Context: an optimization exercise on an open-source flow, tuned for small area. The choices shown serve that exercise and are no tape-out recipe. In this exercise RTL edits were held to simulation tests only and were not proved equivalent to the original.

==> try-cedar <==
==> flow/design.v <==
module as5x47_fa (
    input  wire a,
    input  wire b,
    input  wire ci,
    output wire s,
    output wire co
);
    assign s  = a ^ b ^ ci;
    assign co = (a & b) | (a & ci) | (b & ci);
endmodule
module as5x47_ha (
    input  wire a,
    input  wire b,
    output wire s,
    output wire co
);
    assign s  = a ^ b;
    assign co = a & b;
endmodule
module as5x47_ang (
    input  wire [13:0] a,
    output wire [19:0] y
);
    genvar i;
    wire [16:0] a5;
    wire [15:2] c1;
    assign a5[1:0] = a[1:0];
    as5x47_ha u_h2 (.a(a[2]), .b(a[0]), .s(a5[2]), .co(c1[2]));
    generate
        for (i = 3; i < 14; i = i + 1) begin : g_f1
            as5x47_fa u (.a(a[i]), .b(a[i-2]), .ci(c1[i-1]), .s(a5[i]), .co(c1[i]));
        end
        for (i = 14; i < 16; i = i + 1) begin : g_h1
            as5x47_ha u (.a(a[i-2]), .b(c1[i-1]), .s(a5[i]), .co(c1[i]));
        end
    endgenerate
    assign a5[16] = c1[15];
    wire [18:3] c2;
    assign y[2:0] = a5[2:0];
    as5x47_ha u_h3 (.a(a5[3]), .b(a5[0]), .s(y[3]), .co(c2[3]));
    generate
        for (i = 4; i < 17; i = i + 1) begin : g_f2
            as5x47_fa u (.a(a5[i]), .b(a5[i-3]), .ci(c2[i-1]), .s(y[i]), .co(c2[i]));
        end
        for (i = 17; i < 19; i = i + 1) begin : g_h2
            as5x47_ha u (.a(a5[i-3]), .b(c2[i-1]), .s(y[i]), .co(c2[i]));
        end
    endgenerate
    assign y[19] = a5[16] ^ c2[18];
endmodule
module as5x47_core (
    input  wire        clk,
    input  wire        rst,           
    input  wire        req_valid,
    output wire        req_ready,
    input  wire [3:0]  req_op,
    input  wire [15:0] req_a,
    input  wire [15:0] req_b,
    input  wire [9:0]  req_c,
    output reg         rsp_valid,
    output reg  [15:0] rsp_frame,
    output reg  [19:0] rsp_val,
    output reg         rsp_pe,
    output reg         rsp_ef,
    output reg  [1:0]  rsp_err,
    output wire        xfer_req,
    output wire [3:0]  xfer_cs,
    output wire [15:0] xfer_tx,
    input  wire        xfer_ack,
    input  wire [15:0] xfer_rx,
    output wire        bus_own
);
    genvar i;
    reg        busy;
    reg        ph2;
    reg [15:0] tx;
    reg [13:0] nx;
    assign req_ready = ~busy;
    assign bus_own   = busy;
    assign xfer_req  = busy;
    assign xfer_cs   = 4'h5;
    assign xfer_tx   = tx;
    wire [3:0] op  = req_op;
    wire op_rw  = op[3] & ~op[2] & ~op[1];      
    wire op_res = op[3] & (op[2] | op[1]);      
    wire op_0   = (op == 4'd0);
    wire op_1   = (op == 4'd1);
    wire op_2   = (op == 4'd2);
    wire op_3   = (op == 4'd3);
    wire op_4   = (op == 4'd4);
    wire op_5   = (op == 4'd5);
    wire op_6   = (op == 4'd6);
    wire op_7   = (op == 4'd7);
    wire acc    = req_valid & ~busy;
    wire x_end  = busy & xfer_ack;
    wire done   = x_end & ph2;
    wire rd     = tx[14];                       
    wire [3:0] off = req_c[3:0];
    wire [4:0] wid = req_c[8:4];
    wire       bw8 = req_c[9];
    wire [5:0] top = {2'b00, off} + {1'b0, wid};
    wire fld_legal = (wid != 5'd0) && (bw8 ? (top <= 6'd8) : (top <= 6'd16));
    wire [15:0] m;
    wire [15:0] lt;
    generate
        for (i = 0; i < 16; i = i + 1) begin : g_m
            assign lt[i] = top[4] || (top[3:0] > i);
            assign m[i] = (off <= i) && lt[i];
        end
    endgenerate
    wire [15:0] sh_in;
    generate
        for (i = 0; i < 16; i = i + 1) begin : g_in
            assign sh_in[i] = op[1] ? req_b[15 - i] : (req_a[i] & lt[i]);
        end
    endgenerate
    wire [15:0] sh_out = sh_in >> off;
    wire [15:0] fset;
    generate
        for (i = 0; i < 16; i = i + 1) begin : g_set
            if (i < 8)
                assign fset[i] = (op_6 & m[i]) ? sh_out[15 - i] : req_a[i];
            else
                assign fset[i] = (op_6 & m[i]) ? sh_out[15 - i] : (req_a[i] & ~(op_6 & bw8));
        end
    endgenerate
    reg f14;
    always @(*) begin
        case (op)
            4'd2:       f14 = req_b[0];
            4'd3:       f14 = 1'b0;
            4'd8, 4'd9: f14 = ~op[0];
            default:    f14 = fset[14];
        endcase
    end
    wire [15:0] w;
    assign w[14:0] = !busy ? {f14, fset[13:0]} :
                     ph2   ? xfer_rx[14:0] :
                             {rd, nx & {14{~rd}}};
    wire        pw = ~(^w[14:0]);
    assign w[15]   = !busy ? ((op_6 | op_4) ? fset[15] : pw) :
                     ph2   ? xfer_rx[15] : pw;
    wire        w15 = busy ? xfer_rx[15] : req_a[15];
    wire [19:0] ang_val;
    as5x47_ang u_ang (.a(req_a[13:0]), .y(ang_val));
    always @(posedge clk) begin
        if (rst) begin
            busy <= 1'b0;
        end else if (busy) begin
            if (done) busy <= 1'b0;
        end else if (req_valid && op_rw) begin
            busy <= 1'b1;
        end
    end
    always @(posedge clk) begin
        if (rst)       ph2 <= 1'b0;
        else if (busy) ph2 <= ph2 | xfer_ack;
        else           ph2 <= req_valid & ~op_rw;
    end
    always @(*) rsp_valid = ph2 & ~busy;
    always @(posedge clk) begin
        if (!busy || (xfer_ack && !ph2))
            tx <= w;
        if (!busy)
            nx <= req_b[13:0];
    end
    wire rd_done = done & rd;
    always @(posedge clk) begin
        if (rd_done || (acc && (op_0 || op_2 || op_3 || op_4 || (op_6 && fld_legal))))
            rsp_frame <= w;
    end
    always @(posedge clk) begin
        if (rd_done || (acc && op_4))
            rsp_val <= {6'd0, w[13:0]};
        else if (acc && (op_0 || op_1))
            rsp_val <= {19'd0, pw};
        else if (acc && op_5 && fld_legal)
            rsp_val <= {4'd0, sh_out};
        else if (acc && op_7)
            rsp_val <= ang_val;
    end
    always @(posedge clk) begin
        if (rd_done || (acc && (op_1 || op_4)))
            rsp_pe <= w15 ^ pw;
    end
    always @(posedge clk) begin
        if (rd_done || (acc && op_4))
            rsp_ef <= w[14];
    end
    always @(posedge clk) begin
        if (done)
            rsp_err <= 2'd0;
        else if (acc && !op_rw)
            rsp_err <= {(op_5 | op_6) & ~fld_legal, op_res};
    end
endmodule
==> flow/flow/run.sh <==
#!/bin/bash
# Standard layout with three changes: the final ABC mapping of synthesis uses
# an area-oriented script, the port buffers are plain buf_1 cells, and clock
# tree synthesis uses clkbuf_8 buffers without dummy balancing loads.
set -euo pipefail
here=$(pwd)
export FLOW_ABC_SCRIPT=$here/flow/abc_area.script
bash standard.sh "SYNTH_SCRIPT=$here/flow/synth.tcl" \
  "BUFFER_PORTS_ARGS=-buffer_cell sky130_fd_sc_hd__buf_1" \
  "CTS_ARGS=-sink_clustering_enable -repair_clock_nets -dont_use_dummy_load -buf_list sky130_fd_sc_hd__clkbuf_8" \
  finish > standard_flow.log 2>&1
==> flow/flow/abc_area.script <==
strash
dch -f
amap -F 3 -A 10
topo
==> flow/flow/synth.tcl <==
# The standard flow's synthesis script (synth_recipe.tcl), with the final ABC mapping
# run with an area-oriented script (flow/abc_area.script).
proc synth {args} { yosys synth -nofsm -noshare {*}$args }
proc abc {args} {
  set i [lsearch -exact $args -script]
  if {$i >= 0} { lset args [expr {$i + 1}] $::env(FLOW_ABC_SCRIPT) }
  yosys abc {*}$args
}
source $::env(SCRIPTS_DIR)/synth.tcl
# left out here: clear keep_hierarchy, flatten, clean up, hide names made inside functions, write 1_2_yosys.v
==> flow/standard.sh <==
#!/bin/bash
# synth_recipe.tcl (not shown) runs the flow's synth.tcl, then flattens the netlist and writes it again
# the make line also repeats each setting of config.mk as NAME=value (left out here)
make -C /OpenROAD-flow-scripts/flow DESIGN_CONFIG=/design/flow/config.mk WORK_HOME=/design/flow/orfs CLKGATE_MAP_FILE= SYNTH_SCRIPT=/design/flow/synth_recipe.tcl "${@:-finish}"
==> flow/config.mk <==
export PLATFORM = sky130hd
export DESIGN_NAME = as5x47_core
export DESIGN_NICKNAME = as5x47_core
export VERILOG_FILES = /design/flow/design.v
export SDC_FILE = /design/flow/constraint.sdc
export NUM_CORES = 4
export LEC_CHECK = 0
export CAP_MARGIN = 20
export CORE_MARGIN = 2
export CORE_UTILIZATION = 60
export SLEW_MARGIN = 20
export SYNTH_HIERARCHICAL = 1
==> flow/constraint.sdc <==
create_clock -name core_clock -period 10.0 [get_ports {clk}]
set_input_delay 2.0000 -clock core_clock [delete_from_list [all_inputs] [get_ports {clk}]]
set_output_delay 2.0000 -clock core_clock [all_outputs]
set_load 0.01 [all_outputs]
==> try-indigo (differences from try-cedar) <==
==> flow/design.v, changed modules only <==
module as5x47_core (
    input  wire        clk,
    input  wire        rst,           
    input  wire        req_valid,
    output wire        req_ready,
    input  wire [3:0]  req_op,
    input  wire [15:0] req_a,
    input  wire [15:0] req_b,
    input  wire [9:0]  req_c,
    output reg         rsp_valid,
    output reg  [15:0] rsp_frame,
    output reg  [19:0] rsp_val,
    output reg         rsp_pe,
    output reg         rsp_ef,
    output reg  [1:0]  rsp_err,
    output wire        xfer_req,
    output wire [3:0]  xfer_cs,
    output wire [15:0] xfer_tx,
    input  wire        xfer_ack,
    input  wire [15:0] xfer_rx,
    output wire        bus_own
);
    genvar i;
    reg        busy;
    reg        ph2;
    reg [15:0] tx;
    reg [13:0] nx;
    assign req_ready = ~busy;
    assign bus_own   = busy;
    assign xfer_req  = busy;
    assign xfer_cs   = 4'h5;
    assign xfer_tx   = tx;
    wire [3:0] op  = req_op;
    wire op_rw  = op[3] & ~op[2] & ~op[1];      
    wire op_res = op[3] & (op[2] | op[1]);      
    wire op_0   = (op == 4'd0);
    wire op_1   = (op == 4'd1);
    wire op_2   = (op == 4'd2);
    wire op_3   = (op == 4'd3);
    wire op_4   = (op == 4'd4);
    wire op_5   = (op == 4'd5);
    wire op_6   = (op == 4'd6);
    wire op_7   = (op == 4'd7);
    wire acc    = req_valid & ~busy;
    wire x_end  = busy & xfer_ack;
    wire done   = x_end & ph2;
    wire rd     = tx[14];                       
    wire [3:0] off = req_c[3:0];
    wire [4:0] wid = req_c[8:4];
    wire       bw8 = req_c[9];
    wire [5:0] top = {2'b00, off} + {1'b0, wid};
    wire fld_legal = (wid != 5'd0) && (bw8 ? (top <= 6'd8) : (top <= 6'd16));
    wire [15:0] m;
    generate
        for (i = 0; i < 16; i = i + 1) begin : g_m
            assign m[i] = (off <= i) && (top[4] || (top[3:0] > i));
        end
    endgenerate
    wire [15:0] sh_in;
    generate
        for (i = 0; i < 16; i = i + 1) begin : g_in
            assign sh_in[i] = op[1] ? req_b[15 - i] : (req_a[i] & m[i]);
        end
    endgenerate
    wire [15:0] sh_out = sh_in >> off;
    wire [15:0] fset;
    generate
        for (i = 0; i < 16; i = i + 1) begin : g_set
            if (i < 8)
                assign fset[i] = (op_6 & m[i]) ? sh_out[15 - i] : req_a[i];
            else
                assign fset[i] = (op_6 & m[i]) ? sh_out[15 - i] : (req_a[i] & ~(op_6 & bw8));
        end
    endgenerate
    reg f14;
    always @(*) begin
        case (op)
            4'd2:       f14 = req_b[0];
            4'd3:       f14 = 1'b0;
            4'd8, 4'd9: f14 = ~op[0];
            default:    f14 = fset[14];
        endcase
    end
    wire [15:0] w  = busy ? xfer_rx : req_a;
    wire        pw = ~(^{busy ? xfer_rx[14] : f14, w[13:0]});
    wire [15:0] frame_new;
    assign frame_new[13:0] = fset[13:0];
    assign frame_new[14]   = f14;
    assign frame_new[15]   = (op_6 | op_4) ? fset[15] : pw;
    wire [19:0] ang_val;
    as5x47_ang u_ang (.a(req_a[13:0]), .y(ang_val));
    always @(posedge clk) begin
        if (rst) begin
            busy <= 1'b0;
        end else if (busy) begin
            if (done) busy <= 1'b0;
        end else if (req_valid && op_rw) begin
            busy <= 1'b1;
        end
    end
    always @(posedge clk) begin
        ph2 <= busy & (ph2 | xfer_ack);
    end
    always @(posedge clk) begin
        if (rst) rsp_valid <= 1'b0;
        else     rsp_valid <= (acc & ~op_rw) | done;
    end
    always @(posedge clk) begin
        if (!busy) begin
            tx <= frame_new;
            nx <= req_b[13:0];
        end else if (x_end && !ph2) begin
            tx <= {~(^nx) & ~rd, rd, nx & {14{~rd}}};
        end
    end
    wire rd_done = done & rd;
    always @(posedge clk) begin
        if (rd_done || (acc && (op_0 || op_2 || op_3 || op_4 || (op_6 && fld_legal))))
            rsp_frame <= busy ? w : frame_new;
    end
    always @(posedge clk) begin
        if (rd_done || (acc && op_4))
            rsp_val <= {6'd0, w[13:0]};
        else if (acc && (op_0 || op_1))
            rsp_val <= {19'd0, pw};
        else if (acc && op_5 && fld_legal)
            rsp_val <= {4'd0, sh_out};
        else if (acc && op_7)
            rsp_val <= ang_val;
    end
    always @(posedge clk) begin
        if (rd_done || (acc && (op_1 || op_4)))
            rsp_pe <= w[15] ^ pw;
    end
    always @(posedge clk) begin
        if (rd_done || (acc && op_4))
            rsp_ef <= w[14];
    end
    always @(posedge clk) begin
        if (done)
            rsp_err <= 2'd0;
        else if (acc && !op_rw)
            rsp_err <= {(op_5 | op_6) & ~fld_legal, op_res};
    end
endmodule
==> flow/run.sh (new file) <==
#!/bin/bash
# synth_recipe.tcl (not shown) runs the flow's synth.tcl, then flattens the netlist and writes it again
# the make line also repeats each setting of config.mk as NAME=value (left out here)
make -C /OpenROAD-flow-scripts/flow DESIGN_CONFIG=/design/flow/config.mk WORK_HOME=/design/flow/orfs CLKGATE_MAP_FILE= SYNTH_SCRIPT=/design/flow/synth_recipe.tcl finish
--- a/flow/config.mk
+++ b/flow/config.mk
@@ -5,8 +5,8 @@
 export SDC_FILE = /design/flow/constraint.sdc
 export NUM_CORES = 4
 export LEC_CHECK = 0
+export ABC_AREA = 1
 export CAP_MARGIN = 20
 export CORE_MARGIN = 2
-export CORE_UTILIZATION = 60
+export CORE_UTILIZATION = 40
 export SLEW_MARGIN = 20
-export SYNTH_HIERARCHICAL = 1
removed: flow/flow/run.sh
removed: flow/flow/abc_area.script
removed: flow/flow/synth.tcl
removed: flow/standard.sh
==> try-maple (differences from try-cedar) <==
==> flow/flow/abc_area.script (replaced) <==
strash
balance
rewrite
refactor
balance
rewrite
rewrite -z
balance
refactor -z
rewrite -z
balance
dch -f
amap
topo
--- a/flow/config.mk
+++ b/flow/config.mk
@@ -7,6 +7,6 @@
 export LEC_CHECK = 0
 export CAP_MARGIN = 20
 export CORE_MARGIN = 2
-export CORE_UTILIZATION = 60
+export CORE_UTILIZATION = 40
 export SLEW_MARGIN = 20
 export SYNTH_HIERARCHICAL = 1
==> results.json <==
{
  "status": "finished clean",
  "path_clk_slew_ns": 0.08,
  "power_frac_seq": 0.439,
  "synth.avg_cell_area_um2": 9.61,
  "synth-simple-area-share": 0.138,
  "grt_first_pass_wirelength_um": 24800,
  "nFillCells": 1196,
  "crit_path_cell_trace": "buf_1, ha_1, fa_1, fa_1, fa_1, fa_1, fa_1, fa_1, fa_1, fa_1, fa_1, fa_1, fa_1, fa_1, fa_1, fa_1, fa_1, ha_1, ha_1, nor2_1, a21oi_1, o22ai_1, nor2_1",
  "crit_start": "req_a[2]",
  "wl_um": 16200,
  "placedCellCount": 780,
  "power_frac_comb": 0.357,
  "yosysUniqueCellTypes": 38,
  "nonClockBufferCount": 138
}
(the above is from try-maple)
==> results.json <==
{
  "status": "finished clean",
  "power_frac_comb": 0.371,
  "wl_um": 16700,
  "nFillCells": 593,
  "grt_first_pass_wirelength_um": 25200,
  "nonClockBufferCount": 132,
  "power_frac_seq": 0.429,
  "synth.avg_cell_area_um2": 9.81,
  "placedCellCount": 715,
  "yosysUniqueCellTypes": 34,
  "crit_path_cell_trace": "buf_1, ha_1, fa_1, fa_1, fa_1, fa_1, fa_1, fa_1, fa_1, fa_1, fa_1, fa_1, fa_1, fa_1, fa_1, fa_1, fa_1, ha_1, ha_1, nor2_1, a21oi_1, a22oi_1, nor2_1",
  "crit_start": "req_a[2]",
  "whs_ns": 0.531
}
(the above is from try-cedar)
==> results.json <==
{
  "status": "finished clean",
  "path_clk_slew_ns": 0.06,
  "cts_hold_buf": 0,
  "crit_start": "req_a[0]",
  "yosysUniqueCellTypes": 49,
  "placedCellCount": 1071,
  "grt_first_pass_wirelength_um": 34300,
  "power_frac_clock": 0.281,
  "synth.avg_cell_area_um2": 7.61,
  "wl_um": 22200,
  "nFillCells": 1454,
  "power_frac_seq": 0.327
}
(the above is from try-indigo)

-- separate check: timing with driven ports --
In the flow no input, the clock included, has a driving cell. The finished layouts below were timed again as built, in two steps. Step 1: set_driving_cell puts a clkbuf_16 on clk and a buf_2 on each other input, an assumption about the parent block. Step 2 also shifts input and output timing later by t, the mid clock arrival at the registers, as if the neighbouring blocks saw the same clock. Three values: ideal, step 1, step 2; two values: the first two.
| run | t (ns) | setup slack, ns | worst register clock-pin slew, ns |
|---|---|---|---|
| try-cedar | 0.376 | 0.877 / 0.889 / 0.514 | 0.08 / 0.08 |
| try-indigo | 0.387 | 1.355 / 1.360 / 0.973 | 0.06 / 0.06 |
| try-maple | 0.383 | 1.015 / 1.012 / 0.629 | 0.08 / 0.08 |
After both steps every run listed still meets setup and hold. For try-maple, which loses most, drivers alone change the setup slack by -0.003 ns; drivers and shift together by -0.386 ns.
